Background: an optimization exercise with open tools, aiming at small area. Do not read the settings as production practice.
At most, simulation tests tie the RTL to the original design; equivalence was not proved.
Only the layout flow was run in runs 6 and 7; the RTL was not checked for function there.
No activity file was given, so power comes from the tool's default toggle rates.

**design.v**
```verilog
module tsb_sensor (
    input  wire        clk,
    input  wire        rst,           
    input  wire        cmd_we,
    input  wire [31:0] cmd,
    input  wire [31:0] arg,
    output wire        busy,
    output reg         done,
    output wire [7:0]  status,
    output reg  [31:0] val,
    input  wire        sns_in,
    output wire        sns_pull_low
);
    localparam [3:0] PH_IDLE       = 4'd0;
    localparam [3:0] PH_TMR_WAIT   = 4'd1;
    localparam [3:0] PH_IDLE_CHECK = 4'd2;
    localparam [3:0] PH_REQ_START  = 4'd3;
    localparam [3:0] PH_REQ_HOLD   = 4'd4;
    localparam [3:0] PH_POST_WAIT  = 4'd5;
    localparam [3:0] PH_ACK_LOW    = 4'd6;
    localparam [3:0] PH_ACK_HIGH   = 4'd7;
    localparam [3:0] PH_BIT_LOW    = 4'd8;
    localparam [3:0] PH_BIT_HIGH   = 4'd9;
    localparam [3:0] PH_DECODE     = 4'd10;
    reg  [3:0]  phase;
    reg  [31:0] cnt;             
    reg  [14:0] win;             
    reg  [7:0]  fb4;             
    reg  [2:0]  st;              
    reg         sns_meta, sns_sync;
    assign busy         = (phase != PH_IDLE);
    assign sns_pull_low = (phase == PH_REQ_HOLD);
    assign status       = {4'd0, st[2], 1'b0, st[1:0]};
    wire s = sns_sync;
    always @(posedge clk) begin
        sns_meta <= sns_in;
        sns_sync <= sns_meta;
    end
    wire cmd_hi0   = (cmd[23:0] == 24'd0);
    wire is_elap   = cmd_hi0 & (cmd[31:24] == 8'h01);
    wire is_rwait  = cmd_hi0 & (cmd[31:24] == 8'h02);
    wire is_sns    = cmd_hi0 & (cmd[31:24] == 8'h10);
    wire start     = (phase == PH_IDLE) & cmd_we;
    wire hold_end  = cnt[16] & cnt[15] & cnt[10] & cnt[9] & cnt[7] & cnt[5];
    wire post_end  = cnt[8] & cnt[7] & cnt[4];
    wire cnt_eq    = (cnt == val);
    wire timeout   = win[13] & win[10] & win[9] & win[8] & win[4];    
    wire long_bit  = (win >= 15'd500);                                
    wire in_bit    = (phase == PH_BIT_HIGH) ? long_bit : hold_end;
    wire shift     = (phase == PH_REQ_HOLD) | ((phase == PH_BIT_HIGH) & ~s);
    wire [7:0] csum = val[31:24] + val[23:16] + val[15:8] + val[7:0];
    wire       mism = (csum != fb4);
    always @(posedge clk) begin
        if ((start & is_rwait) | ((phase == PH_IDLE_CHECK) & s) |
            ((phase == PH_REQ_HOLD) & hold_end))
            cnt <= 32'd0;
        else
            cnt <= cnt + 32'd1;
    end
    always @(posedge clk) begin
        if ((phase == PH_IDLE_CHECK) | (phase == PH_ACK_HIGH) | (phase == PH_BIT_HIGH) |
            ((phase == PH_ACK_LOW) & ~s))
            win <= win + {14'd0, ~win[14]};
        else
            win <= 15'd0;
    end
    always @(posedge clk) begin
        if (start) begin
            val <= is_elap ? cnt : arg;
        end else if (shift) begin
            {val, fb4} <= {val[30:0], fb4, in_bit};
        end else if ((phase == PH_DECODE) & mism) begin
            val <= {16'd0, csum, fb4};
        end
    end
    always @(posedge clk) begin
        if (rst) begin
            phase <= PH_IDLE;
            done  <= 1'b0;
            st    <= 3'd0;
        end else begin
            done <= 1'b0;
            case (phase)
            PH_IDLE: begin
                if (cmd_we) begin
                    if (is_elap) begin
                        st   <= 3'd0;
                        done <= 1'b1;
                    end else if (is_rwait) begin
                        phase <= PH_TMR_WAIT;
                    end else if (is_sns) begin
                        phase <= PH_IDLE_CHECK;
                    end else begin
                        st   <= 3'b100;
                        done <= 1'b1;
                    end
                end
            end
            PH_TMR_WAIT: begin
                if (cnt_eq) begin
                    st    <= 3'd0;
                    done  <= 1'b1;
                    phase <= PH_IDLE;
                end
            end
            PH_IDLE_CHECK: begin
                if (s) begin
                    phase <= PH_REQ_START;
                end else if (timeout) begin
                    st    <= 3'd1;
                    done  <= 1'b1;
                    phase <= PH_IDLE;
                end
            end
            PH_REQ_START: phase <= PH_REQ_HOLD;
            PH_REQ_HOLD:  if (hold_end) phase <= PH_POST_WAIT;
            PH_POST_WAIT: if (post_end) phase <= PH_ACK_LOW;
            PH_ACK_LOW, PH_ACK_HIGH: begin
                if (timeout) begin
                    st    <= 3'd2;
                    done  <= 1'b1;
                    phase <= PH_IDLE;
                end else if (s == (phase == PH_ACK_LOW)) begin
                    phase <= (phase == PH_ACK_LOW) ? PH_ACK_HIGH : PH_BIT_LOW;
                end
            end
            PH_BIT_LOW: if (s) phase <= PH_BIT_HIGH;
            PH_BIT_HIGH: begin
                if (!s) phase <= val[31] ? PH_DECODE : PH_BIT_LOW;
            end
            PH_DECODE: begin
                st    <= mism ? 3'd3 : 3'd0;
                done  <= 1'b1;
                phase <= PH_IDLE;
            end
            default: phase <= PH_IDLE;
            endcase
        end
    end
endmodule
```
**run.sh**
```bash
#!/bin/bash
# synth_recipe.tcl (not shown) runs the flow's synth.tcl, then flattens the netlist and writes it again
# the make line also repeats each setting of config.mk as NAME=value (left out here)
make -C /OpenROAD-flow-scripts/flow DESIGN_CONFIG=/design/flow/config.mk WORK_HOME=/design/flow/orfs CLKGATE_MAP_FILE= SYNTH_SCRIPT=/design/flow/synth_recipe.tcl finish
```
**config.mk**
```make
export PLATFORM = sky130hd
export DESIGN_NAME = tsb_sensor
export DESIGN_NICKNAME = tsb_sensor
export VERILOG_FILES = /design/flow/design.v
export SDC_FILE = /design/flow/constraint.sdc
export NUM_CORES = 4
export LEC_CHECK = 0
export CAP_MARGIN = 20
export CORE_MARGIN = 2
export CORE_UTILIZATION = 40
export SLEW_MARGIN = 20
```
**constraint.sdc**
```tcl
create_clock -name core_clock -period 10.0 [get_ports {clk}]
set_input_delay 2.0000 -clock core_clock [delete_from_list [all_inputs] [get_ports {clk}]]
set_output_delay 2.0000 -clock core_clock [all_outputs]
set_load 0.01 [all_outputs]
```
==> flow_summary.toml, run 1 <==
[status]
status = "no timing/DRC/antenna violations"

[global_route]
grt_first_pass_wirelength_microns = 27300
grt_usage = 0.219
global_route_congestion_overflow_total = 0
first_global_vias = 4958
grt_max_degree = 43
antenna_found_initial = 0

[power]
power_frac_comb = 0.368
ir_worst_vdd_mv = 0.0906
net-switching-power_uw = 475
p_seq_frac = 0.377
p_leak_nw = 2.75
internal_power_uw = 904
pwr_density_cell_mw_per_mm2 = 185
pwr-share-clk = 0.254
sw_share = 0.344

[timing]
timing_hold_violations_final = 0
final.setup.tns_ns = 0
setup_violations = 0
worst_slack_ns = 4.90
max-slew-margin-rel = 0.297
min_period_over_period = 0.510
clock-skew-final_ns = 0.00522
rsz0062_at_grt = "false"
report.final.slew_viol_count = 0
min_period_ns = 5.10
worst_slew_pin_slew_ns = 1.05
fmaxAchievable_mhz = 196

[cts]
cts.repair.resized = 0
clock_sinks = 97
h-tree-depth = 3
insertion_delay_ns = 0.35
max-clock-path-buffers = 2
clock_tree_from_tritoncts = "yes"
post_cts_hold_buffer_count = 0
path_clk_slew_ns = 0.07
post_cts_buffers = 0
cts_buffers = 9
cts.root.buffer_cell = "sky130_fd_sc_hd__clkbuf_16"

[setup_path]
critPathMaxFanout = 22
critical_path.most_common_cell = "sky130_fd_sc_hd__fa_1"
crit_path_cell_trace = "fa_1, fa_1, ha_1, fa_1, a211oi_1, o21bai_1, a21oi_1, xor3_1, and4bb_2, o31ai_4, buf_4"
setup.worst_path.class = "flip-flop to flip-flop"
worstPathArrival_ns = 5.13
critical-path-max-stage-delay_ns = 0.62
cp-end-kind = "flip-flop"
start_kind = "flip-flop"
critical_path_required_ns = 10.02
crit_slowest_cell = "sky130_fd_sc_hd__o31ai_4"

[run]
drv_cap = 0

[die]
start_util = 0.411
design.die.area_sq_mm = 0.0160
core.rowCount = 44
fp.dieH_microns = 126
die_width_microns = 126
design.portCount = 111
core_sq_mm = 0.0146

[routing]
vias_per_cell = 5.54
drt_pre_antenna_iters = 5
post-route-drc-count = 0
vias = 4979
final_antenna_net_count = 0
detail_route.iter0.violations = 314
routed_wire_length_per_instance_microns = 19.1
drt_wl_total_microns = 17200

[place]
dp_hpwl_microns = 12900
io_buffers = 105
place_congestion = 0.844
dp_slack_ns = 4.97

[synthesis]
yosysWarningCount = 1
synthDominantAreaCellType = "sky130_fd_sc_hd__edfxtp_1"
count_of_flip_flops_with_a_built_in_enable_after_synthesis = 40
async_set_or_reset_register_ratio_after_synthesis = 0
area_fraction_of_the_dominant_cell_type_after_synthesis = 0.200
post_synth_instance_area_sq_mm = 0.00599
synthesis.area_per_instance_sq_um = 9.68
synthFlopType = "sky130_fd_sc_hd__dfxtp_1"
yosys_register_bits = 97
synth.area.top_cells = "sky130_fd_sc_hd__edfxtp_1, sky130_fd_sc_hd__dfxtp_1, sky130_fd_sc_hd__xor2_1"
yosysSeqAreaShare = 0.391
synthDistinctLibCells = 64
netlist_instances = 619

[layout]
layout.filler_cells = 1348
multi_input_comb_area_sq_mm = 0.00342
mostFrequentLayoutCell = "sky130_fd_sc_hd__clkdlybuf4s50_1"
finalNetCount = 803
leading_cell_types_in_the_layout_fill_and_taps_excluded = "sky130_fd_sc_hd__clkdlybuf4s50_1, sky130_fd_sc_hd__nor2_1, sky130_fd_sc_hd__xor2_1"
layout.area.seq_sq_mm = 0.00234
drive_above_1_share = 0.0434
antenna-diode-count = 0
area_growth_syn_to_layout_pct = 24.3

[min_path]
timing.hold.worst.class = "flip-flop to flip-flop"
-- cells by family after synthesis --
logic type | after synthesis | share of synthesized area
adders and majority gates | 25 | 0.0697
AOI/OAI and AO/OA | 93 | 0.0991
and+or+nand+nor | 222 | 0.193
buffers and inverters | 51 | 0.0430
DFF | 97 | 0.391
muxes | 37 | 0.0624
xor gates and xnor gates | 93 | 0.141
other | 1 | 0.000626
-- synth_stat cells, types with 14 or more instances --
library cell               number
sky130_fd_sc_hd__xnor2_1       28
sky130_fd_sc_hd__o21ai_1       30
sky130_fd_sc_hd__xor2_1        63
sky130_fd_sc_hd__nor4_1        19
sky130_fd_sc_hd__a22oi_1       14
sky130_fd_sc_hd__nand2_1       37
sky130_fd_sc_hd__fa_1          14
sky130_fd_sc_hd__dfxtp_1       57
sky130_fd_sc_hd__inv_1         16
sky130_fd_sc_hd__nand3_1       20
sky130_fd_sc_hd__edfxtp_1      40
sky130_fd_sc_hd__nor2_1        71
sky130_fd_sc_hd__nand4_1       15
sky130_fd_sc_hd__mux2i_1       34
-- final timing paths --
check	from	end	slack, ns	cells after the start
setup reg to reg	val[1]$_DFFE_PP_	val[5]$_DFFE_PP_	4.90	11
hold / removal	sns_meta$_DFF_P_	sns_sync$_DFF_P_	0.34	0
hold reg to reg	sns_meta$_DFF_P_	sns_sync$_DFF_P_	0.34	0
setup / recovery	val[1]$_DFFE_PP_	val[5]$_DFFE_PP_	4.90	11
-- power groups by stage --
stage	Clock, mW	Sequential, mW	Combinational, mW
2_1_floorplan	0	0.506	0.366
3_3_place_gp	0	0.530	0.494
3_5_place_dp	0	0.530	0.499
4_1_cts	0.358	0.521	0.504
5_1_grt	0.372	0.527	0.560
6_report	0.351	0.521	0.508
-- per-layer routing --
layer	global-route usage	share of wire
met1	0.293	0.46
met2	0.358	0.46
met3	0.0510	0.066
met4	0.0595	0.017
met5	0	0
-- flip-flops by register name (all words and copies together), names as in the netlist --
name	flops
phase	4
win	15
done	1
val	32
cnt	32
fb4	8
st	3
sns_meta	1
sns_sync	1
-- final cells by class --
cell class,instances,area share
Clock buffer,10,0.0336
Clock inverter,6,0.00638
Timing Repair Buffer,111,0.147
Multi-Input combinational cell,475,0.460
Inverter,16,0.00806
Tap cell,184,0.0309
Sequential cell,97,0.314
-- per-stage QoR --
stage | std cells | hold WS (ns) | utilization | area, sq um | power (mW)
after detailed placement | 883 | 0.324 | 0.490 | 7150 | 1.03
after CTS | 899 | 0.341 | 0.511 | 7450 | 1.38
after floorplan | 623 | 0.310 | - | 6010 | 0.872
after global routing | 899 | 0.360 | 0.511 | 7450 | 1.46
final | 899 | 0.340 | 0.511 | 7450 | 1.38
after global placement | 883 | 0.312 | 0.490 | 7150 | 1.02
-- critical path: cells and delay by family (launching register included) --
family / cells / cell delay [ns]
compound gates: 4 / 1.57
xor+xnor: 1 / 0.28
fa+ha+maj: 4 / 1.71
buf+inv: 1 / 0.45
flops: 1 / 0.48
simple gates: 1 / 0.27
==> run 2: changes to the inputs <==
==> flow/run.sh (new file) <==
#!/bin/bash
# Standard layout, with the port buffers made from the smallest buffer cell.
set -euo pipefail
bash standard.sh "BUFFER_PORTS_ARGS=-buffer_cell sky130_fd_sc_hd__buf_1" finish > standard.log 2>&1
==> standard.sh (new file) <==
#!/bin/bash
# synth_recipe.tcl (not shown) runs the flow's synth.tcl, then flattens the netlist and writes it again
# the make line also repeats each setting of config.mk as NAME=value (left out here)
make -C /OpenROAD-flow-scripts/flow DESIGN_CONFIG=/design/flow/config.mk WORK_HOME=/design/flow/orfs CLKGATE_MAP_FILE= SYNTH_SCRIPT=/design/flow/synth_recipe.tcl "${@:-finish}"
--- a/config.mk
+++ b/config.mk
@@ -8,4 +8,5 @@
 export CAP_MARGIN = 20
 export CORE_MARGIN = 2
 export CORE_UTILIZATION = 40
+export CTS_BUF_LIST = sky130_fd_sc_hd__clkbuf_8
 export SLEW_MARGIN = 20
removed: run.sh
==> run 2 against run 1 <==
Effect of this change:
- power shrank 10%
- wire length shrank 3.8%
- cell area shrank 10%
- final cell count shrank 0.11%
- utilization shrank 5.4 points
- synthesized area is the same
- setup slack gained 0.57 ns
- critical path depth is the same
- sequential share of layout area grew 3.7 points
- clock-buffer cell count shrank 1
- clock power shrank 31%
- register-to-register slack gained 0.57 ns
==> flow_summary.toml, run 2 <==
[place]
place_congestion = 0.845
io_buffers = 105
dp_hpwl_microns = 12500
dp_slack_ns = 5.46
numPlacedInstances = 882

[synthesis]
synth.area.top_cells = "sky130_fd_sc_hd__edfxtp_1, sky130_fd_sc_hd__dfxtp_1, sky130_fd_sc_hd__xor2_1"
count_of_flip_flops_with_a_built_in_enable_after_synthesis = 40
synth_top_cells_by_count = "sky130_fd_sc_hd__nor2_1, sky130_fd_sc_hd__xor2_1, sky130_fd_sc_hd__dfxtp_1"
yosysWarningCount = 1
yosys_register_bits = 97
synthDominantAreaCellType = "sky130_fd_sc_hd__edfxtp_1"
area_fraction_of_the_dominant_cell_type_after_synthesis = 0.200
synth.most_common_cell = "sky130_fd_sc_hd__nor2_1"
synthDistinctLibCells = 64
post_synth_instance_area_sq_mm = 0.00599
synthFlopType = "sky130_fd_sc_hd__dfxtp_1"
netlist_instances = 619
yosysSeqAreaShare = 0.391
synthesis.area_per_instance_sq_um = 9.68
async_set_or_reset_register_ratio_after_synthesis = 0

[setup_path]
critical_path.most_common_cell = "sky130_fd_sc_hd__fa_1"
setup.worst_path.class = "flip-flop to flip-flop"
crit_path_cell_trace = "fa_1, fa_1, ha_1, fa_1, a211oi_1, o21bai_1, a21oi_1, xor3_1, and4bb_2, o31ai_4, buf_4"
critPathMaxFanout = 32
start_kind = "flip-flop"
crit_slowest_cell = "sky130_fd_sc_hd__fa_1"
cp-end-kind = "flip-flop"
critical_path_required_ns = 10.04
worst-r2r-setup-slack_ns = 5.46
critical-path-max-stage-delay_ns = 0.59
worstPathArrival_ns = 4.57

[cts]
path_clk_slew_ns = 0.10
cts.root.buffer_cell = "sky130_fd_sc_hd__clkbuf_8"
post_cts_hold_buffer_count = 0
h-tree-depth = 3
max-clock-path-buffers = 2
cts.repair.resized = 0
clock_tree_from_tritoncts = "yes"
insertion_delay_ns = 0.39
clock_sinks = 97
post_cts_buffers = 0
cts_buffers = 9

[routing]
drt_pre_antenna_iters = 5
drt_wl_total_microns = 16500
detail_route.iter0.violations = 440
vias_per_cell = 5.49
post-route-drc-count = 0
final_antenna_net_count = 0
routed_wire_length_per_instance_microns = 18.4
vias = 4926

[global_route]
grt_usage = 0.210
grt_max_degree = 43
grt_first_pass_wirelength_microns = 26200
antenna_found_initial = 0
global_route_congestion_overflow_total = 0
first_global_vias = 4834

[layout]
reg.largest.list = "cnt (32), val (32), win (15)"
multi_input_comb_area_sq_mm = 0.00343
leading_cell_types_in_the_layout_fill_and_taps_excluded = "sky130_fd_sc_hd__buf_1, sky130_fd_sc_hd__nor2_1, sky130_fd_sc_hd__xor2_1"
antenna-diode-count = 0
layout.filler_cells = 1431
area_growth_syn_to_layout_pct = 11.3
layout.area.seq_sq_mm = 0.00234
mostFrequentLayoutCell = "sky130_fd_sc_hd__buf_1"
drive_above_1_share = 0.0434
finalNetCount = 802
cell_count_final_fillers_out = 898

[power]
power_frac_comb = 0.383
net-switching-power_uw = 464
ir_worst_vdd_mv = 0.0829
p_leak_nw = 2.41
internal_power_uw = 771
sw_share = 0.376
pwr-share-clk = 0.196
pwr_density_cell_mw_per_mm2 = 185
p_seq_frac = 0.421

[timing]
max-slew-margin-rel = 0.297
worst_slack_ns = 5.46
report.final.slew_viol_count = 0
setup_violations = 0
fmaxAchievable_mhz = 220
final.setup.tns_ns = 0
worst_slew_pin_slew_ns = 1.05
timing_hold_violations_final = 0
rsz0062_at_grt = "false"
min_period_ns = 4.54
hold_slack_ns = 0.338
clock-skew-final_ns = 0.0102
min_period_over_period = 0.454

[die]
start_util = 0.411
core.rowCount = 44
design.die.area_sq_mm = 0.0160
fp.dieH_microns = 126
core_sq_mm = 0.0146
design.portCount = 111
die_width_microns = 126

[status]
status = "no timing/DRC/antenna violations"

[min_path]
timing.hold.worst.class = "flip-flop to flip-flop"

[run]
drv_cap = 0
==> run 2: cell counts after synthesis <==
No cell type changed its count.
==> run 2: per-layer routing <==
metal  global-route usage  vias to the layer above  share of wire
met2                0.316                      191           0.44
met1                0.298                     2338           0.47
met5                    0                        -              0
li1                     -                     2375              -
met3               0.0426                       22          0.067
met4               0.0808                        0          0.022
==> run 2: layout make-up <==
type | instances | share of cell area
multi-input cells | 475 | 0.514
inverters | 16 | 0.00901
clock buffers | 9 | 0.0186
repair buffers | 110 | 0.0647
well taps | 184 | 0.0345
clock inverters | 7 | 0.00788
flip-flops and latches | 97 | 0.351
==> run 2: cells by family after synthesis <==
group | synth area share
simple gates | 0.193
buf+inv | 0.0430
compound gates | 0.0991
other cells | 0.000626
fa+ha+maj | 0.0697
xor+xnor | 0.141
flops | 0.391
mux | 0.0624
==> run 2: per-stage QoR <==
stage                util  power, mW  cell area [sq um]
floorplan               -      0.872               6010
global placement    0.445      0.982               6490
detailed placement  0.445      0.994               6490
CTS                 0.457       1.24               6670
global route        0.457       1.32               6670
finish              0.457       1.24               6670
==> run 2: worst max-delay path: cells and delay by family, from the launching register on <==
family          cells  cell delay [ns]
buf+inv             1             0.44
compound gates      4             1.04
fa+ha+maj           4             1.66
simple gates        1             0.27
xor+xnor            1             0.28
flops               1             0.48
==> run 2: path summary, 6_finish.rpt <==
kind,start,end,depth (start not counted)
setup / recovery,val[1]$_DFFE_PP_,val[21]$_DFFE_PP_,11
hold / removal,sns_meta$_DFF_P_,sns_sync$_DFF_P_,0
setup reg to reg,val[1]$_DFFE_PP_,val[21]$_DFFE_PP_,11
hold reg to reg,sns_meta$_DFF_P_,sns_sync$_DFF_P_,0
==> run 2: power groups by stage <==
stage                     registers [mW]  clock network (mW)  logic (mW)
after floorplan                    0.506                   0       0.366
after global placement             0.526                   0       0.455
after detailed placement           0.529                   0       0.465
after CTS                          0.520               0.248       0.470
after global routing               0.526               0.263       0.528
final                              0.520               0.242       0.473
==> run 3: changes to the inputs <==
--- a/design.v
+++ b/design.v
@@ -24,7 +24,7 @@
     localparam [3:0] PH_DECODE     = 4'd10;
     reg  [3:0]  phase;
     reg  [31:0] cnt;             
-    reg  [14:0] win;             
+    reg  [13:0] win;             
     reg  [7:0]  fb4;             
     reg  [2:0]  st;              
     reg         sns_meta, sns_sync;
@@ -43,9 +43,9 @@
     wire start     = (phase == PH_IDLE) & cmd_we;
     wire hold_end  = cnt[16] & cnt[15] & cnt[10] & cnt[9] & cnt[7] & cnt[5];
     wire post_end  = cnt[8] & cnt[7] & cnt[4];
-    wire cnt_eq    = (cnt == val);
+    wire cnt_eq = &(cnt | ~val);
     wire timeout   = win[13] & win[10] & win[9] & win[8] & win[4];    
-    wire long_bit  = (win >= 15'd500);                                
+    wire long_bit  = (win >= 14'd500);                                
     wire in_bit    = (phase == PH_BIT_HIGH) ? long_bit : hold_end;
     wire shift     = (phase == PH_REQ_HOLD) | ((phase == PH_BIT_HIGH) & ~s);
     wire [7:0] csum = val[31:24] + val[23:16] + val[15:8] + val[7:0];
@@ -60,13 +60,13 @@
     always @(posedge clk) begin
         if ((phase == PH_IDLE_CHECK) | (phase == PH_ACK_HIGH) | (phase == PH_BIT_HIGH) |
             ((phase == PH_ACK_LOW) & ~s))
-            win <= win + {14'd0, ~win[14]};
+            win <= win + {13'd0, ~((phase == PH_BIT_HIGH) & win[9])};
         else
-            win <= 15'd0;
+            win <= 14'd0;
     end
     always @(posedge clk) begin
         if (start) begin
-            val <= is_elap ? cnt : arg;
+            val <= cmd[24] ? cnt : arg;    
         end else if (shift) begin
             {val, fb4} <= {val[30:0], fb4, in_bit};
         end else if ((phase == PH_DECODE) & mism) begin
==> flow/run.sh (replaced) <==
#!/bin/bash
# Layout: the standard flow (standard.sh) with these changes:
#  - synthesis: the standard synthesis script, but the combinational logic is
#    mapped by flow/abc.script (area-oriented) and the separate adder-cell step
#    is skipped; the registers are made exactly as in the standard synthesis;
#  - the port buffers use the smallest buffer cell (buf_1);
#  - clock tree: clkbuf_8 buffers, without dummy loads.
# Each tool's full output stays in orfs/logs/; make's output is in standard.log.
set -euo pipefail
here=$(pwd)
export FLOW_NO_ADDER_STEP=1
bash standard.sh "SYNTH_SCRIPT=$here/flow/my_synth.tcl" \
  "BUFFER_PORTS_ARGS=-buffer_cell sky130_fd_sc_hd__buf_1" \
  "CTS_ARGS=-sink_clustering_enable -repair_clock_nets -buf_list sky130_fd_sc_hd__clkbuf_8 -dont_use_dummy_load" \
  finish > standard.log 2>&1
==> flow/abc.script (new file) <==
strash
&get -n
&fraig -x
&put
scorr
dc2
strash
&get -n
&deepsyn -T 20
&put
dch -f
amap
==> flow/my_synth.tcl (new file) <==
proc synth {args} { yosys synth -nofsm -noshare {*}$args }
# The standard synthesis, with the combinational mapping done by abc.script beside this file.
set my_abc_script [file join [file dirname [file normalize [info script]]] abc.script]
proc abc {args} {
  set i [lsearch -exact $args -script]
  if { $i >= 0 } { set args [lreplace $args [expr {$i + 1}] [expr {$i + 1}] $::my_abc_script] }
  yosys abc {*}$args
}
if {[info exists ::env(FLOW_NO_ADDER_STEP)]} { unset ::env(ADDER_MAP_FILE) }
source $::env(SCRIPTS_DIR)/synth.tcl
# left out here: clear keep_hierarchy, flatten, clean up, hide names made inside functions, write 1_2_yosys.v
--- a/config.mk
+++ b/config.mk
@@ -8,5 +8,4 @@
 export CAP_MARGIN = 20
 export CORE_MARGIN = 2
 export CORE_UTILIZATION = 40
-export CTS_BUF_LIST = sky130_fd_sc_hd__clkbuf_8
 export SLEW_MARGIN = 20
==> run 3 against run 2 <==
Effect of this change:
- synthesized area decreased by 18%
- still clean on timing, DRC and antenna
- sequential share of layout area increased by 6.0 points
- first-iteration DRC count increased by 12%
- fmax decreased by 12%
- cell area decreased by 15%
- critical endpoint is now val[15]$_DFFE_PP_
- final cell count decreased by 3.0%
==> flow_summary.toml, run 3 <==
[status]
status = "no timing/DRC/antenna violations"

[cts]
post_cts_buffers = 0
clock_tree_from_tritoncts = "yes"
max-clock-path-buffers = 2
cts.root.buffer_cell = "sky130_fd_sc_hd__clkbuf_8"
h-tree-depth = 3
cts_buffers = 9
insertion_delay_ns = 0.39
clock_sinks = 96
path_clk_slew_ns = 0.09
cts.repair.resized = 0
post_cts_hold_buffer_count = 0

[place]
dp_hpwl_microns = 11700
io_buffers = 105
postPlaceCellArea_sq_mm = 0.00552
place_congestion = 0.888

[timing]
worst_slew_pin_slew_ns = 1.12
max-slew-margin-rel = 0.251
fmaxAchievable_mhz = 195
min_period_ns = 5.14
rsz0062_at_grt = "false"
setup_violations = 0
final.setup.tns_ns = 0
min_period_over_period = 0.514
hold_slack_ns = 0.344
clock-skew-final_ns = 0.0206
report.final.slew_viol_count = 0
timing_hold_violations_final = 0

[layout]
reg.largest.list = "cnt (32), val (32), win (14)"
finish.utilization = 0.470
layout.cell_area.non_filler_sq_mm = 0.00565
drive_above_1_share = 0.0221
leading_cell_types_in_the_layout_fill_and_taps_excluded = "sky130_fd_sc_hd__nor2_1, sky130_fd_sc_hd__buf_1, sky130_fd_sc_hd__clkinv_1"
area_growth_syn_to_layout_pct = 14.7
mostFrequentLayoutCell = "sky130_fd_sc_hd__nor2_1"
finalNetCount = 794
antenna-diode-count = 0

[routing]
routed_wire_length_per_instance_microns = 17.5
detail_route.iter0.violations = 491
vias_per_cell = 5.72
vias = 4984
post-route-drc-count = 0
final_antenna_net_count = 0
drt_pre_antenna_iters = 5
drt_wl_total_microns = 15300

[setup_path]
critical-path-max-stage-delay_ns = 0.44
critical_path_required_ns = 10.02
start_kind = "flip-flop"
setup.worst_path.class = "flip-flop to flip-flop"
crit_slowest_cell = "sky130_fd_sc_hd__edfxtp_1"
critical_path.most_common_cell = "sky130_fd_sc_hd__nor2_1"
cp-end-kind = "flip-flop"
critPathMaxFanout = 32
worstPathArrival_ns = 5.16

[synthesis]
synth.area.top_cells = "sky130_fd_sc_hd__edfxtp_1, sky130_fd_sc_hd__dfxtp_1, sky130_fd_sc_hd__nor2_1"
synthDistinctLibCells = 37
synth.most_common_cell = "sky130_fd_sc_hd__nor2_1"
area_fraction_of_the_dominant_cell_type_after_synthesis = 0.244
yosysWarningCount = 1
synth-xor-area-share = 0
synth_top_cells_by_count = "sky130_fd_sc_hd__nor2_1, sky130_fd_sc_hd__clkinv_1, sky130_fd_sc_hd__nand2_1"
yosys_register_bits = 96
synth_compound_area_frac = 0.244
synthDominantAreaCellType = "sky130_fd_sc_hd__edfxtp_1"
count_of_flip_flops_with_a_built_in_enable_after_synthesis = 40
synthFlopType = "sky130_fd_sc_hd__dfxtp_1"
yosysSeqAreaShare = 0.471
synth.area.mux_share = 0
post_synth_instance_area_sq_mm = 0.00493
netlist_instances = 607
post_synth_adder_cell_area = 0
post_synth_and_or_nand_nor_area_fraction = 0.217
synthesis.area_per_instance_sq_um = 8.12
async_set_or_reset_register_ratio_after_synthesis = 0
synth_top_family_by_area = "compound AO/OA/AOI/OAI gates"

[global_route]
first_global_vias = 4834
global_route_congestion_overflow_total = 0
grt_first_pass_wirelength_microns = 24300
antenna_found_initial = 0
grt_usage = 0.237
grt_max_degree = 33

[power]
p_leak_nw = 1.81
p_seq_frac = 0.565
pwr_density_cell_mw_per_mm2 = 136
sw_share = 0.292
internal_power_uw = 546
pwr-share-clk = 0.273
power_frac_comb = 0.163
ir_worst_vdd_mv = 0.0669
net-switching-power_uw = 225

[die]
design.die.area_sq_mm = 0.0132
design.portCount = 111
core_sq_mm = 0.0120
start_util = 0.410
core.rowCount = 40
fp.dieH_microns = 115
die_width_microns = 115

[min_path]
timing.hold.worst.class = "flip-flop to flip-flop"

[run]
drv_cap = 0
-- run 3: cell types whose count changed in the layout (fill, tap and decap cells not counted), sizes merged, moves of 19 or more --
cell	before	now
a211oi	4	25
a21oi	9	41
clkinv	2	78
inv	19	0
mux2i	34	0
nand2	37	59
nor2	72	109
o22ai	1	26
xnor2	28	0
xor2	63	0
-- run 3: cell families after synthesis --
kind of cell / after synthesis
DFF: 96
other: 1
buffers and inverters: 83
AOI/OAI and AO/OA: 185
and+or+nand+nor: 242
-- run 3: per-stage QoR --
stage	total power [mW]	cells	setup WS (ns)
after floorplan	0.522	611	4.57
after global routing	0.806	871	4.30
after detailed placement	0.568	862	4.91
after global placement	0.566	862	5.04
after CTS	0.775	871	4.89
final	0.771	871	4.86
-- run 3: worst max-delay path, delay by kind of cell (launching register included) --
family	cells	cell delay (ns)
AOI/OAI and AO/OA	13	2.10
DFF	1	0.44
buffers and inverters	3	0.72
and+or+nand+nor	13	1.49
-- run 3: layer usage --
layer / global-route usage / up-vias / part of all wire
li1: - / 2446 / -
met1: 0.294 / 2306 / 0.43
met2: 0.409 / 204 / 0.48
met3: 0.0480 / 28 / 0.070
met4: 0.0892 / 0 / 0.022
met5: 0 / - / 0
-- run 3: power groups by stage --
| stage | Sequential [mW] | Combinational, mW | Clock [mW] |
|---|---|---|---|
| global placement | 0.444 | 0.123 | 0 |
| finish | 0.435 | 0.126 | 0.210 |
| global route | 0.436 | 0.142 | 0.227 |
| detailed placement | 0.444 | 0.125 | 0 |
| CTS | 0.435 | 0.125 | 0.215 |
| floorplan | 0.443 | 0.0791 | 0 |
-- run 3: final timing paths --
kind	startpoint	endpoint	slack [ns]	cells after the start
setup / recovery	val[17]$_DFFE_PP_	val[15]$_DFFE_PP_	4.86	29
setup reg to reg	val[17]$_DFFE_PP_	val[15]$_DFFE_PP_	4.86	29
hold / removal	sns_meta$_DFF_P_	sns_sync$_DFF_P_	0.34	0
hold reg to reg	sns_meta$_DFF_P_	sns_sync$_DFF_P_	0.34	0
-- run 3: layout make-up --
type	instances	area, sq um
timing repair buffer	109	424
fill	1228	6360
inverter	78	293
tap	147	184
multi-input combinational	432	2300
clock buffer	9	124
sequential	96	2320
==> run 4: changes to the inputs <==
==> flow/run.sh (replaced) <==
#!/bin/bash
# Layout: the standard flow (standard.sh) with these changes:
#  - synthesis: the standard synthesis script, but the combinational logic is
#    mapped by flow/abc.script (area-oriented) and the separate adder-cell step
#    is skipped; the registers are made exactly as in the standard synthesis;
#  - the port buffers use the smallest buffer cell (buf_1);
#  - clock tree: clkbuf_4 buffers under a clkbuf_8 root, without dummy loads.
# Each tool's full output stays in orfs/logs/; make's output is in standard.log.
set -euo pipefail
here=$(pwd)
export FLOW_NO_ADDER_STEP=1
bash standard.sh "SYNTH_SCRIPT=$here/flow/my_synth.tcl" \
  "BUFFER_PORTS_ARGS=-buffer_cell sky130_fd_sc_hd__buf_1" \
  "CTS_ARGS=-sink_clustering_enable -repair_clock_nets -buf_list sky130_fd_sc_hd__clkbuf_8 -sink_clustering_size 25 -sink_clustering_max_diameter 80 -dont_use_dummy_load" \
  finish > standard.log 2>&1
==> run 4 against run 3 <==
Effect of this change:
- wire length is the same
- synthesized area is the same
- clock-buffer cell count is the same
- cell area is the same
- flip-flop and latch count is the same
- first-iteration DRC count is the same
- die area is the same
- sequential share of layout area is the same
- fmax is the same
- critical endpoint unchanged
- largest power group unchanged
- highest routed layer unchanged
==> flow_summary.toml, run 4 <==
[layout]
finish.utilization = 0.470
reg.largest.list = "cnt (32), val (32), win (14)"
mostFrequentLayoutCell = "sky130_fd_sc_hd__nor2_1"
area_growth_syn_to_layout_pct = 14.7
leading_cell_types_in_the_layout_fill_and_taps_excluded = "sky130_fd_sc_hd__nor2_1, sky130_fd_sc_hd__buf_1, sky130_fd_sc_hd__clkinv_1"
drive_above_1_share = 0.0221
cell_count_final_fillers_out = 871
antenna-diode-count = 0
finalNetCount = 794
layout.cell_area.non_filler_sq_mm = 0.00565

[synthesis]
yosysSeqAreaShare = 0.471
synth_top_cells_by_count = "sky130_fd_sc_hd__nor2_1, sky130_fd_sc_hd__clkinv_1, sky130_fd_sc_hd__nand2_1"
synthDominantAreaCellType = "sky130_fd_sc_hd__edfxtp_1"
netlist_instances = 607
synthesis.area_per_instance_sq_um = 8.12
area_fraction_of_the_dominant_cell_type_after_synthesis = 0.244
async_set_or_reset_register_ratio_after_synthesis = 0
count_of_flip_flops_with_a_built_in_enable_after_synthesis = 40
synthFlopType = "sky130_fd_sc_hd__dfxtp_1"
synthDistinctLibCells = 37
synth.area.top_cells = "sky130_fd_sc_hd__edfxtp_1, sky130_fd_sc_hd__dfxtp_1, sky130_fd_sc_hd__nor2_1"
yosys_register_bits = 96
yosysWarningCount = 1
synth.most_common_cell = "sky130_fd_sc_hd__nor2_1"
post_synth_instance_area_sq_mm = 0.00493

[global_route]
grt_first_pass_wirelength_microns = 24300
grt_max_degree = 33
antenna_found_initial = 0
global_route_congestion_overflow_total = 0
grt_usage = 0.237
first_global_vias = 4834

[routing]
drt_wl_total_microns = 15300
vias_per_cell = 5.72
post-route-drc-count = 0
final_antenna_net_count = 0
routed_wire_length_per_instance_microns = 17.5
drt_pre_antenna_iters = 5
detail_route.iter0.violations = 491
vias = 4984

[timing]
setup_violations = 0
final.setup.tns_ns = 0
worst_slew_pin_slew_ns = 1.12
min_period_over_period = 0.514
fmaxAchievable_mhz = 195
rsz0062_at_grt = "false"
max-slew-margin-rel = 0.251
report.final.slew_viol_count = 0
min_period_ns = 5.14
timing_hold_violations_final = 0
clock-skew-final_ns = 0.0206

[cts]
post_cts_hold_buffer_count = 0
cts.repair.resized = 0
path_clk_slew_ns = 0.09
h-tree-depth = 3
post_cts_buffers = 0
clock_sinks = 96
clock_tree_from_tritoncts = "yes"
max-clock-path-buffers = 2
insertion_delay_ns = 0.39
cts.root.buffer_cell = "sky130_fd_sc_hd__clkbuf_8"
cts_buffers = 9

[min_path]
hold_path.startpoint = "sns_meta$_DFF_P_"
hold_path_end = "sns_sync$_DFF_P_"
timing.hold.worst.class = "flip-flop to flip-flop"
worstHoldPathCells = 0

[setup_path]
critical_path.most_common_cell = "sky130_fd_sc_hd__nor2_1"
critical-path-max-stage-delay_ns = 0.44
worstReg2RegStart = "val[17]$_DFFE_PP_"
worstPathArrival_ns = 5.16
setup.worst_path.class = "flip-flop to flip-flop"
cp-end-kind = "flip-flop"
worst_r2r_path_depth = 29
crit_slowest_cell = "sky130_fd_sc_hd__edfxtp_1"
critPathMaxFanout = 32
regToRegEndpoint = "val[15]$_DFFE_PP_"
start_kind = "flip-flop"
worst-r2r-setup-slack_ns = 4.86
critical_path_required_ns = 10.02

[die]
die_width_microns = 115
design.die.area_sq_mm = 0.0132
fp.dieH_microns = 115
start_util = 0.410
core.rowCount = 40
core_sq_mm = 0.0120
design.portCount = 111

[place]
dp_hpwl_microns = 11700
io_buffers = 105
place_congestion = 0.888
postPlaceCellArea_sq_mm = 0.00552
numPlacedInstances = 862

[status]
status = "no timing/DRC/antenna violations"

[power]
pwr_density_cell_mw_per_mm2 = 136
p_leak_nw = 1.81
ir_worst_vdd_mv = 0.0669
report.power.total_uw = 771

[run]
drv_cap = 0
==> run 4: cell families after synthesis <==
family	count (synthesis)	synth area share
buf+inv	83	0.0670
flops	96	0.471
other cells	1	0.000761
compound gates	185	0.244
simple gates	242	0.217
==> run 4: how the worst max path moves through the flow <==
stage	endpoint	slack, ns	start	cells past startpoint
floorplan	val[0]$_DFFE_PP_	4.57	phase[0]$_SDFFE_PP0P_	7
global placement	val[26]$_DFFE_PP_	5.04	val[17]$_DFFE_PP_	29
detailed placement	val[23]$_DFFE_PP_	4.91	val[17]$_DFFE_PP_	29
CTS	val[0]$_DFFE_PP_	4.89	val[17]$_DFFE_PP_	29
global route	val[15]$_DFFE_PP_	4.30	val[17]$_DFFE_PP_	29
finish	val[15]$_DFFE_PP_	4.86	val[17]$_DFFE_PP_	29
==> run 4: per-stage QoR <==
step	hold WS, ns	worst slack, ns
final	0.344	4.86
after global routing	0.362	4.30
after floorplan	0.310	4.57
after CTS	0.345	4.89
after global placement	0.325	5.04
after detailed placement	0.323	4.91
==> run 4: report_power, final <==
part           switching (mW)  internal, mW
Combinational          0.0816        0.0439
Sequential             0.0144         0.421
Clock                   0.129        0.0810
==> run 4: metal layers <==
metal | wire (microns) | track usage | up-vias | part of all wire
li1 | - | - | 2446 | -
met2 | 7350 | 0.409 | 204 | 0.48
met1 | 6510 | 0.294 | 2306 | 0.43
met3 | 1070 | 0.0480 | 28 | 0.070
met4 | 338 | 0.0892 | 0 | 0.022
met5 | 0 | 0 | - | 0
==> run 4: cell type report <==
cell class,count,area [sq um]
Clock buffer,9,124
Fill cell,1228,6360
Inverter,78,293
Multi-Input combinational cell,432,2300
Sequential cell,96,2320
Tap cell,147,184
Timing Repair Buffer,109,424
==> run 4: critical path, delay by kind of cell, from the launching register on <==
family	cells	cell delay, ns
and+or+nand+nor	13	1.49
DFF	1	0.44
AOI/OAI and AO/OA	13	2.10
buffers and inverters	3	0.72
==> run 5: changes to the inputs <==
--- a/flow/run.sh
+++ b/flow/run.sh
@@ -11,5 +11,5 @@
 export FLOW_NO_ADDER_STEP=1
 bash standard.sh "SYNTH_SCRIPT=$here/flow/my_synth.tcl" \
   "BUFFER_PORTS_ARGS=-buffer_cell sky130_fd_sc_hd__buf_1" \
-  "CTS_ARGS=-sink_clustering_enable -repair_clock_nets -buf_list sky130_fd_sc_hd__clkbuf_8 -sink_clustering_size 25 -sink_clustering_max_diameter 80 -dont_use_dummy_load" \
+  "CTS_ARGS=-sink_clustering_enable -repair_clock_nets -buf_list sky130_fd_sc_hd__clkbuf_4 -root_buf sky130_fd_sc_hd__clkbuf_8 -dont_use_dummy_load" \
   finish > standard.log 2>&1
==> run 5 against run 4 <==
Effect of this change:
- synthesized area is the same
- critical endpoint unchanged
- highest routed layer unchanged
- die area is the same
- combinational power is essentially flat
- global-route usage is the same
- utilization is the same
- first-iteration DRC count is the same
- flip-flop and latch count is the same
- clock-buffer cell count is the same
- critical path depth is the same
- worst hold slack is the same
- final cell count is the same
==> flow_summary.toml, run 5 <==
[status]
status = "no timing/DRC/antenna violations"

[setup_path]
critical_path.most_common_cell = "sky130_fd_sc_hd__nor2_1"
crit_slowest_cell = "sky130_fd_sc_hd__edfxtp_1"
critPathBufInv = 3
cp-end-kind = "flip-flop"
critical-path-max-stage-delay_ns = 0.44
critical_path_required_ns = 10.02
worstPathArrival_ns = 5.16
setup.worst_path.class = "flip-flop to flip-flop"
cp_top_family = "compound AO/OA/AOI/OAI gates"
critPathMaxFanout = 32
start_kind = "flip-flop"

[die]
core_sq_mm = 0.0120
design.portCount = 111
design.die.area_sq_mm = 0.0132
die_width_microns = 115
fp.dieH_microns = 115
core.rowCount = 40
start_util = 0.410

[synthesis]
yosysWarningCount = 1
synth.area.mux_share = 0
synth_top_family_by_area = "compound AO/OA/AOI/OAI gates"
synth-xor-area-share = 0
area_fraction_of_the_dominant_cell_type_after_synthesis = 0.244
synthDistinctLibCells = 37
synth.area.top_cells = "sky130_fd_sc_hd__edfxtp_1, sky130_fd_sc_hd__dfxtp_1, sky130_fd_sc_hd__nor2_1"
netlist_instances = 607
post_synth_and_or_nand_nor_area_fraction = 0.217
synth_compound_area_frac = 0.244
post_synth_adder_cell_area = 0
yosysSeqAreaShare = 0.471
synthesis.area_per_instance_sq_um = 8.12
synthFlopType = "sky130_fd_sc_hd__dfxtp_1"
yosys_register_bits = 96
async_set_or_reset_register_ratio_after_synthesis = 0
synth.most_common_cell = "sky130_fd_sc_hd__nor2_1"
post_synth_instance_area_sq_mm = 0.00493
synthDominantAreaCellType = "sky130_fd_sc_hd__edfxtp_1"
synth_top_cells_by_count = "sky130_fd_sc_hd__nor2_1, sky130_fd_sc_hd__clkinv_1, sky130_fd_sc_hd__nand2_1"
count_of_flip_flops_with_a_built_in_enable_after_synthesis = 40

[place]
postPlaceCellArea_sq_mm = 0.00552
place_congestion = 0.888
dp_slack_ns = 4.91
dp_hpwl_microns = 11700
numPlacedInstances = 862
io_buffers = 105

[power]
p_leak_nw = 1.81
pwr_density_cell_mw_per_mm2 = 136
ir_worst_vdd_mv = 0.0669

[global_route]
global_route_congestion_overflow_total = 0
first_global_vias = 4834
grt_usage = 0.237
grt_max_degree = 33
grt_first_pass_wirelength_microns = 24300
antenna_found_initial = 0

[cts]
path_clk_slew_ns = 0.09
post_cts_hold_buffer_count = 0
cts.root.buffer_cell = "sky130_fd_sc_hd__clkbuf_8"
cts_buffers = 9
h-tree-depth = 3
clock_tree_from_tritoncts = "yes"
insertion_delay_ns = 0.39
clock_sinks = 96
max-clock-path-buffers = 2
cts.repair.resized = 0
post_cts_buffers = 0

[timing]
timing_hold_violations_final = 0
worst_slew_pin_slew_ns = 1.12
fmaxAchievable_mhz = 195
clock-skew-final_ns = 0.0206
final.setup.tns_ns = 0
setup_violations = 0
report.final.slew_viol_count = 0
worst_slack_ns = 4.86
min_period_over_period = 0.514
rsz0062_at_grt = "false"
min_period_ns = 5.14
max-slew-margin-rel = 0.251

[layout]
layout.cell_area.non_filler_sq_mm = 0.00565
drive_above_1_share = 0.0221
antenna-diode-count = 0
area_growth_syn_to_layout_pct = 14.7
reg.largest.list = "cnt (32), val (32), win (14)"
finish.utilization = 0.470
layout.filler_cells = 1228
mostFrequentLayoutCell = "sky130_fd_sc_hd__nor2_1"
cell_count_final_fillers_out = 871
finalNetCount = 794
leading_cell_types_in_the_layout_fill_and_taps_excluded = "sky130_fd_sc_hd__nor2_1, sky130_fd_sc_hd__buf_1, sky130_fd_sc_hd__clkinv_1"

[run]
drv_cap = 0

[routing]
post-route-drc-count = 0
final_antenna_net_count = 0
vias = 4984
routed_wire_length_per_instance_microns = 17.5
detail_route.iter0.violations = 491
drt_wl_total_microns = 15300
drt_pre_antenna_iters = 5
vias_per_cell = 5.72

[min_path]
timing.hold.worst.class = "flip-flop to flip-flop"
## run 5: path summary, 6_finish.rpt
| kind | endpoint | cells after the start | slack (ns) | from |
|---|---|---|---|---|
| min reg2reg | sns_sync$_DFF_P_ | 0 | 0.34 | sns_meta$_DFF_P_ |
| min | sns_sync$_DFF_P_ | 0 | 0.34 | sns_meta$_DFF_P_ |
| max reg2reg | val[15]$_DFFE_PP_ | 29 | 4.86 | val[17]$_DFFE_PP_ |
| max | val[15]$_DFFE_PP_ | 29 | 4.86 | val[17]$_DFFE_PP_ |
## run 5: metal layers
layer,part of all wire,up-vias,GRT usage
met5,0,-,0
met4,0.022,0,0.0892
met3,0.070,28,0.0480
met2,0.48,204,0.409
met1,0.43,2306,0.294
li1,-,2446,-
## run 5: power by group
part           internal (mW)  total (mW)  switching, mW
sequential             0.421       0.435         0.0144
combinational         0.0439       0.126         0.0816
clock                 0.0810       0.210          0.129
total                  0.546       0.771          0.225
## run 5: cell type report
cell class | instances | area (sq um) | area share
sequential | 96 | 2320 | 0.411
multi-input combinational | 432 | 2300 | 0.408
timing repair buffer | 109 | 424 | 0.0751
inverter | 78 | 293 | 0.0518
tap | 147 | 184 | 0.0326
clock buffer | 9 | 124 | 0.0219
## run 5: cell families after synthesis
group	after synthesis
buffers and inverters	83
and+or+nand+nor	242
AOI/OAI and AO/OA	185
other	1
DFF	96
## run 5: stage by stage
| stage | hold slack [ns] | power (mW) |
|---|---|---|
| 2_1_floorplan | 0.310 | 0.522 |
| 3_3_place_gp | 0.325 | 0.566 |
| 3_5_place_dp | 0.323 | 0.568 |
| 4_1_cts | 0.345 | 0.775 |
| 5_1_grt | 0.362 | 0.806 |
| 6_report | 0.344 | 0.771 |
==> run 6: changes to the inputs <==
--- a/design.v
+++ b/design.v
@@ -45,11 +45,15 @@
     wire post_end  = cnt[8] & cnt[7] & cnt[4];
     wire cnt_eq = &(cnt | ~val);
     wire timeout   = win[13] & win[10] & win[9] & win[8] & win[4];    
-    wire long_bit  = (win >= 14'd500);                                
+    wire long_bit  = win[9] | (win[8] & win[7] & win[6] & win[5] & win[4] & (win[3] | win[2]));
     wire in_bit    = (phase == PH_BIT_HIGH) ? long_bit : hold_end;
     wire shift     = (phase == PH_REQ_HOLD) | ((phase == PH_BIT_HIGH) & ~s);
-    wire [7:0] csum = val[31:24] + val[23:16] + val[15:8] + val[7:0];
+    reg  [7:0] csum;
     wire       mism = (csum != fb4);
+    always @(posedge clk) begin
+        if (shift)
+            csum <= {csum[6:0], 1'b0} + fb4[7] + val[7] + val[15] + val[23];
+    end
     always @(posedge clk) begin
         if ((start & is_rwait) | ((phase == PH_IDLE_CHECK) & s) |
             ((phase == PH_REQ_HOLD) & hold_end))
--- a/flow/run.sh
+++ b/flow/run.sh
@@ -11,5 +11,5 @@
 export FLOW_NO_ADDER_STEP=1
 bash standard.sh "SYNTH_SCRIPT=$here/flow/my_synth.tcl" \
   "BUFFER_PORTS_ARGS=-buffer_cell sky130_fd_sc_hd__buf_1" \
-  "CTS_ARGS=-sink_clustering_enable -repair_clock_nets -buf_list sky130_fd_sc_hd__clkbuf_4 -root_buf sky130_fd_sc_hd__clkbuf_8 -dont_use_dummy_load" \
+  "CTS_ARGS=-sink_clustering_enable -repair_clock_nets -buf_list sky130_fd_sc_hd__clkbuf_8 -sink_buffer_max_cap_derate 1.0 -dont_use_dummy_load" \
   finish > standard.log 2>&1
==> run 6 against run 5 <==
Effect of this change:
- die area shrank 3.7%
- via count shrank 12%
- non-clock buffer count grew 1
- synthesized cell count shrank 14%
- register-to-register slack gained 0.08 ns
- worst hold slack lost 0.0050 ns
- largest cell class unchanged
- cell area shrank 3.1%
- fmax grew 1.5%
- critical path type unchanged
- flip-flop and latch count grew 8
- largest power group unchanged
- power grew 99%
- synthesized area shrank 3.9%
==> flow_summary.toml, run 6 <==
[setup_path]
regToRegEndpoint = "cnt[31]$_SDFF_PP0_"
worst-r2r-setup-slack_ns = 4.94
cp-end-kind = "flip-flop"
setup.worst_path.class = "flip-flop to flip-flop"
critical_path.most_common_cell = "sky130_fd_sc_hd__nand2_1"
crit_slowest_cell = "sky130_fd_sc_hd__dfxtp_1"
worst_r2r_path_depth = 27
critical_path_required_ns = 10.28
start_kind = "flip-flop"
worstPathArrival_ns = 5.34
critical-path-max-stage-delay_ns = 0.41
worstReg2RegStart = "cnt[0]$_SDFF_PP0_"
critPathMaxFanout = 6

[cts]
post_cts_hold_buffer_count = 0
path_clk_slew_ns = 0.10
cts.root.buffer_cell = "sky130_fd_sc_hd__clkbuf_8"
cts.repair.resized = 0
post_cts_buffers = 0
cts_buffers = 9
insertion_delay_ns = 0.37
h-tree-depth = 3
clock_tree_from_tritoncts = "yes"
clock_sinks = 104
max-clock-path-buffers = 2

[routing]
met1Wirelength_microns = 6130
maxUsedRoutingLayer = "met4"
drt_wl_total_microns = 13900
final_antenna_net_count = 0
routed_wire_length_per_instance_microns = 17.7
post-route-drc-count = 0
vias = 4390
detail_route.iter0.violations = 413
vias_per_cell = 5.60
met2RoutedLength_microns = 6370
met3RoutedLength_microns = 1140
drt_pre_antenna_iters = 5

[layout]
antenna-diode-count = 0
layout.area.seq_sq_mm = 0.00256
layout.cell_area.non_filler_sq_mm = 0.00548
reg.largest.list = "cnt (32), val (32), win (14)"
multi_input_comb_area_sq_mm = 0.00188
finish.utilization = 0.477
layout.filler_cells = 1133
leading_cell_types_in_the_layout_fill_and_taps_excluded = "sky130_fd_sc_hd__buf_1, sky130_fd_sc_hd__nor2_1, sky130_fd_sc_hd__clkinv_1"
area_growth_syn_to_layout_pct = 15.6
finalNetCount = 711
mostFrequentLayoutCell = "sky130_fd_sc_hd__buf_1"
drive_above_1_share = 0.0250

[place]
io_buffers = 105
place_congestion = 0.862
postPlaceCellArea_sq_mm = 0.00533
dp_hpwl_microns = 10500

[synthesis]
synth.most_common_cell = "sky130_fd_sc_hd__nor2_1"
post_synth_instance_area_sq_mm = 0.00474
synthesis.area_per_instance_sq_um = 9.04
async_set_or_reset_register_ratio_after_synthesis = 0
area_fraction_of_the_dominant_cell_type_after_synthesis = 0.304
yosys_register_bits = 104
synthDistinctLibCells = 41
synth_top_cells_by_count = "sky130_fd_sc_hd__nor2_1, sky130_fd_sc_hd__clkinv_1, sky130_fd_sc_hd__dfxtp_1"
synth.area.top_cells = "sky130_fd_sc_hd__edfxtp_1, sky130_fd_sc_hd__dfxtp_1, sky130_fd_sc_hd__nor2_1"
count_of_flip_flops_with_a_built_in_enable_after_synthesis = 48
netlist_instances = 524
yosysWarningCount = 1
synthFlopType = "sky130_fd_sc_hd__dfxtp_1"
synthDominantAreaCellType = "sky130_fd_sc_hd__edfxtp_1"
yosysSeqAreaShare = 0.541

[min_path]
hold_path.startpoint = "sns_meta$_DFF_P_"
timing.hold.worst.class = "flip-flop to flip-flop"
worstHoldPathCells = 0
hold_path_end = "sns_sync$_DFF_P_"

[die]
design.die.area_sq_mm = 0.0127
core.rowCount = 39
fp.dieH_microns = 113
die_width_microns = 113
start_util = 0.413
core_sq_mm = 0.0115
design.portCount = 111

[timing]
min_period_over_period = 0.506
rsz0062_at_grt = "false"
worst_slew_pin_slew_ns = 0.955
fmaxAchievable_mhz = 198
report.final.slew_viol_count = 0
hold_slack_ns = 0.339
setup_violations = 0
timing_hold_violations_final = 0
max-slew-margin-rel = 0.361
clock-skew-final_ns = 0.0268
final.setup.tns_ns = 0
min_period_ns = 5.06

[global_route]
grt_usage = 0.220
first_global_vias = 4132
global_route_congestion_overflow_total = 0
antenna_found_initial = 0
grt_max_degree = 33
grt_first_pass_wirelength_microns = 21700

[power]
pwr_density_cell_mw_per_mm2 = 280
report.power.total_mw = 1.53
p_leak_nw = 1.72
ir_worst_vdd_mv = 0.170

[status]
status = "no timing/DRC/antenna violations"

[run]
drv_cap = 0
[run 6: cell count changes in the layout (fill, tap and decap cells not counted), sizes merged, moves of 5 or more]
cell	delta
o21a	-5
nand3	-7
edfxtp	+8
nand2	-27
o21ai	-12
nor3b	-5
nor2	-24
a21oi	-11
o22ai	-9
nor3	+8
[run 6: cell families (layout without fill, tap and decap cells)]
group                  count (synthesis)  count (layout)  share of synthesized area
other                                  1               5                   0.000792
buffers and inverters                 85             198                     0.0713
AO/OA/AOI/OAI                        150             150                      0.214
AND/OR/NAND/NOR                      184             184                      0.172
flip-flops                           104             104                      0.541
[run 6: how the worst max path moves through the flow]
stage                            from                 end
finish              cnt[0]$_SDFF_PP0_  cnt[31]$_SDFF_PP0_
global route        cnt[0]$_SDFF_PP0_  cnt[31]$_SDFF_PP0_
CTS                 cnt[2]$_SDFF_PP0_  cnt[31]$_SDFF_PP0_
detailed placement  cnt[0]$_SDFF_PP0_  cnt[31]$_SDFF_PP0_
global placement    cnt[0]$_SDFF_PP0_  cnt[31]$_SDFF_PP0_
floorplan                     cmd[11]  cnt[12]$_SDFF_PP0_
[run 6: layout make-up]
type / instances / share of cell area
inverter: 79 / 0.0542
multi-input combinational: 339 / 0.343
timing repair buffer: 110 / 0.0798
tap: 143 / 0.0327
clock buffer: 9 / 0.0226
sequential: 104 / 0.468
[run 6: report_power, final]
group	total [mW]	internal, mW	switching [mW]
registers	0.731	0.618	0.113
clock network	0.212	0.0812	0.131
logic	0.587	0.189	0.398
[run 6: through the flow]
stage | setup WS, ns | instances
3_3_place_gp | 5.27 | 773
3_5_place_dp | 5.14 | 773
5_1_grt | 4.06 | 784
6_report | 4.94 | 784
4_1_cts | 5.09 | 782
2_1_floorplan | 5.19 | 528
[run 6: layer usage]
layer | track usage | up-vias
li1 | - | 2154
met1 | 0.299 | 2027
met3 | 0.0675 | 16
met2 | 0.345 | 193
met4 | 0.0569 | 0
met5 | 0 | -
[run 6: worst max-delay path, delay by kind of cell (launching register included)]
kind	cells	cell delay, ns
flip-flops	1	0.41
AND/OR/NAND/NOR	26	4.43
AO/OA/AOI/OAI	1	0.16
==> run 7: changes to the inputs <==
--- a/flow/run.sh
+++ b/flow/run.sh
@@ -11,5 +11,5 @@
 export FLOW_NO_ADDER_STEP=1
 bash standard.sh "SYNTH_SCRIPT=$here/flow/my_synth.tcl" \
   "BUFFER_PORTS_ARGS=-buffer_cell sky130_fd_sc_hd__buf_1" \
-  "CTS_ARGS=-sink_clustering_enable -repair_clock_nets -buf_list sky130_fd_sc_hd__clkbuf_8 -sink_buffer_max_cap_derate 1.0 -dont_use_dummy_load" \
+  "CTS_ARGS=-sink_clustering_enable -repair_clock_nets -buf_list sky130_fd_sc_hd__clkbuf_16 -sink_buffer_max_cap_derate 1.0 -dont_use_dummy_load" \
   finish > standard.log 2>&1
==> run 7 against run 6 <==
Effect of this change:
- via count fell by 0.25%
- critical endpoint unchanged
- setup slack got worse by 0.015 ns
- sequential power barely moved
- die area did not move
- clock skew fell by 0.011 ns
- largest cell class unchanged
==> flow_summary.toml, run 7 <==
[setup_path]
setup.worst_path.class = "flip-flop to flip-flop"
worst_r2r_path_depth = 27
worstReg2RegStart = "cnt[0]$_SDFF_PP0_"
start_kind = "flip-flop"
critical_path_required_ns = 10.25
critPathMaxFanout = 6
regToRegEndpoint = "cnt[31]$_SDFF_PP0_"
cp-end-kind = "flip-flop"
worstPathArrival_ns = 5.33
worst-r2r-setup-slack_ns = 4.93

[synthesis]
yosys_register_bits = 104
yosysWarningCount = 1
synthDistinctLibCells = 41
synth.area.top_cells = "sky130_fd_sc_hd__edfxtp_1, sky130_fd_sc_hd__dfxtp_1, sky130_fd_sc_hd__nor2_1"
count_of_flip_flops_with_a_built_in_enable_after_synthesis = 48
netlist_instances = 524
synthDominantAreaCellType = "sky130_fd_sc_hd__edfxtp_1"
yosysSeqAreaShare = 0.541
synthFlopType = "sky130_fd_sc_hd__dfxtp_1"
synthesis.area_per_instance_sq_um = 9.04
area_fraction_of_the_dominant_cell_type_after_synthesis = 0.304
async_set_or_reset_register_ratio_after_synthesis = 0
synth_top_cells_by_count = "sky130_fd_sc_hd__nor2_1, sky130_fd_sc_hd__clkinv_1, sky130_fd_sc_hd__dfxtp_1"
post_synth_instance_area_sq_mm = 0.00474
synth.most_common_cell = "sky130_fd_sc_hd__nor2_1"

[cts]
cts.repair.resized = 0
clock_tree_from_tritoncts = "yes"
path_clk_slew_ns = 0.07
post_cts_buffers = 0
post_cts_hold_buffer_count = 0
cts_buffers = 9
clock_sinks = 104
h-tree-depth = 3
insertion_delay_ns = 0.34
cts.root.buffer_cell = "sky130_fd_sc_hd__clkbuf_16"
max-clock-path-buffers = 2

[timing]
fmaxAchievable_mhz = 197
worst_slew_pin_slew_ns = 0.985
timing_hold_violations_final = 0
report.final.slew_viol_count = 0
rsz0062_at_grt = "false"
clock-skew-final_ns = 0.0158
max-slew-margin-rel = 0.341
min_period_ns = 5.07
hold_slack_ns = 0.332
worst_slack_ns = 4.93
setup_violations = 0
min_period_over_period = 0.507
final.setup.tns_ns = 0

[min_path]
hold_path.startpoint = "sns_meta$_DFF_P_"
hold_path_end = "sns_sync$_DFF_P_"
worstHoldPathCells = 0
timing.hold.worst.class = "flip-flop to flip-flop"

[power]
p_leak_nw = 1.77
internal_power_uw = 968
ir_worst_vdd_mv = 0.171
pwr-share-clk = 0.184
sw_share = 0.401
power_frac_comb = 0.363
pwr_density_cell_mw_per_mm2 = 290
net-switching-power_uw = 649
p_seq_frac = 0.453

[die]
die_width_microns = 113
start_util = 0.413
fp.dieH_microns = 113
core_sq_mm = 0.0115
design.die.area_sq_mm = 0.0127
core.rowCount = 39
design.portCount = 111

[global_route]
antenna_found_initial = 0
grt_usage = 0.221
global_route_congestion_overflow_total = 0
grt_first_pass_wirelength_microns = 21800
grt_max_degree = 33
first_global_vias = 4143

[routing]
vias_per_cell = 5.59
vias = 4379
post-route-drc-count = 0
final_antenna_net_count = 0
drt_wl_total_microns = 13900
routed_wire_length_per_instance_microns = 17.7
drt_pre_antenna_iters = 6
detail_route.iter0.violations = 360

[layout]
antenna-diode-count = 0
mostFrequentLayoutCell = "sky130_fd_sc_hd__buf_1"
drive_above_1_share = 0.0250
finalNetCount = 711
cell_count_final_fillers_out = 784
area_growth_syn_to_layout_pct = 17.7
leading_cell_types_in_the_layout_fill_and_taps_excluded = "sky130_fd_sc_hd__buf_1, sky130_fd_sc_hd__nor2_1, sky130_fd_sc_hd__clkinv_1"
reg.largest.list = "cnt (32), val (32), win (14)"

[place]
io_buffers = 105
place_congestion = 0.862
dp_hpwl_microns = 10500
dp_slack_ns = 5.14
numPlacedInstances = 773

[run]
drv_cap = 0

[status]
status = "no timing/DRC/antenna violations"
-- run 7: cell counts after synthesis --
No cell type changed its count.
-- run 7: worst max path at each step --
stage / to / slack [ns] / cells past startpoint / startpoint
finish: cnt[31]$_SDFF_PP0_ / 4.93 / 27 / cnt[0]$_SDFF_PP0_
global route: cnt[31]$_SDFF_PP0_ / 4.04 / 27 / cnt[0]$_SDFF_PP0_
CTS: cnt[31]$_SDFF_PP0_ / 5.07 / 27 / cnt[0]$_SDFF_PP0_
floorplan: cnt[12]$_SDFF_PP0_ / 5.19 / 8 / cmd[11]
detailed placement: cnt[31]$_SDFF_PP0_ / 5.14 / 27 / cnt[0]$_SDFF_PP0_
global placement: cnt[31]$_SDFF_PP0_ / 5.27 / 27 / cnt[0]$_SDFF_PP0_
-- run 7: layer usage --
metal	vias up	GRT usage	part of all wire
met5	-	0	0
met4	0	0.0732	0.017
met1	2022	0.298	0.44
met3	23	0.0595	0.083
met2	187	0.347	0.46
li1	2147	-	-
-- run 7: logic make-up after synthesis --
logic type / share of synthesized area
buffers and inverters: 0.0713
AND/OR/NAND/NOR: 0.172
AO/OA/AOI/OAI: 0.214
flip-flops: 0.541
other: 0.000792
-- run 7: stage by stage --
| step | instance area [sq um] | utilization | power (mW) |
|---|---|---|---|
| 2_1_floorplan | 4750 | - | 1.07 |
| 3_3_place_gp | 5330 | 0.465 | 1.31 |
| 3_5_place_dp | 5330 | 0.465 | 1.31 |
| 4_1_cts | 5560 | 0.485 | 1.61 |
| 5_1_grt | 5580 | 0.486 | 1.71 |
| 6_report | 5580 | 0.486 | 1.62 |
-- run 7: power by group through the flow --
stage	Sequential (mW)	Clock [mW]	Combinational [mW]
after floorplan	0.743	0	0.332
after global placement	0.737	0	0.572
after detailed placement	0.739	0	0.576
after CTS	0.732	0.304	0.578
after global routing	0.745	0.320	0.649
final	0.732	0.298	0.587
-- run 7: final cells by class --
type	count	area, sq um
Tap cell	143	179
Timing Repair Buffer	110	437
Inverter	79	297
Multi-Input combinational cell	339	1880
Clock buffer	9	225
Sequential cell	104	2560
Fill cell	1122	5890
-- run 7: critical path, stage by stage (launching register included) --
cell and delay, ns:
sky130_fd_sc_hd__dfxtp_1 0.40, sky130_fd_sc_hd__and3_1 0.24, sky130_fd_sc_hd__and3_1 0.21, sky130_fd_sc_hd__nand2_1 0.11, sky130_fd_sc_hd__nor2_1 0.19, sky130_fd_sc_hd__and3_1 0.22
sky130_fd_sc_hd__nand2_1 0.11, sky130_fd_sc_hd__nor3_1 0.37, sky130_fd_sc_hd__nand2_1 0.13, sky130_fd_sc_hd__nor2_1 0.20, sky130_fd_sc_hd__nand2_1 0.12, sky130_fd_sc_hd__nor3_1 0.33
sky130_fd_sc_hd__nand2_1 0.13, sky130_fd_sc_hd__nor2_1 0.24, sky130_fd_sc_hd__nand2_1 0.12, sky130_fd_sc_hd__nor2_1 0.21, sky130_fd_sc_hd__nand2_1 0.11, sky130_fd_sc_hd__nor2_1 0.19
sky130_fd_sc_hd__nand2_1 0.10, sky130_fd_sc_hd__nor2_1 0.19, sky130_fd_sc_hd__nand2_1 0.10, sky130_fd_sc_hd__nor2_1 0.19, sky130_fd_sc_hd__nand2_1 0.10, sky130_fd_sc_hd__nor2_1 0.20
sky130_fd_sc_hd__nand2_1 0.10, sky130_fd_sc_hd__nor2_1 0.16, sky130_fd_sc_hd__nor2_1 0.06, sky130_fd_sc_hd__a211oi_1 0.16

[re-timing with driven ports]
The flow's constraints put no driver on any port. The routed layouts listed below were extracted and timed again, unchanged, in two steps.
Step 1 (the two cells are an assumption about what drives the block):
set clk [get_ports {clk}]
set_driving_cell -lib_cell sky130_fd_sc_hd__clkbuf_16 $clk
set_driving_cell -lib_cell sky130_fd_sc_hd__buf_2 [delete_from_list [all_inputs] $clk]
Step 2 moves the port delays by t, midway between the first and last clock arrival at a register: inputs arrive t later, outputs are due t later. That takes back most of the time a late clock gives input paths.
a / b / c = no drivers / after step 1 / after step 2; a / b = the first two.
run	t (ns)	setup WS [ns]	clock arrival spread, ns
run 1	0.394	4.897 / 4.897 / 4.897	0.005 / 0.005
run 2	0.420	5.462 / 5.462 / 5.462	0.010 / 0.010
run 3	0.408	4.864 / 4.864 / 4.864	0.021 / 0.021
run 4	0.408	4.864 / 4.864 / 4.864	0.021 / 0.021
run 5	0.408	4.864 / 4.864 / 4.864	0.021 / 0.021
run 6	0.393	4.941 / 4.941 / 4.941	0.027 / 0.027
run 7	0.379	4.926 / 4.926 / 4.926	0.016 / 0.016
After both steps every run listed still meets setup and hold.
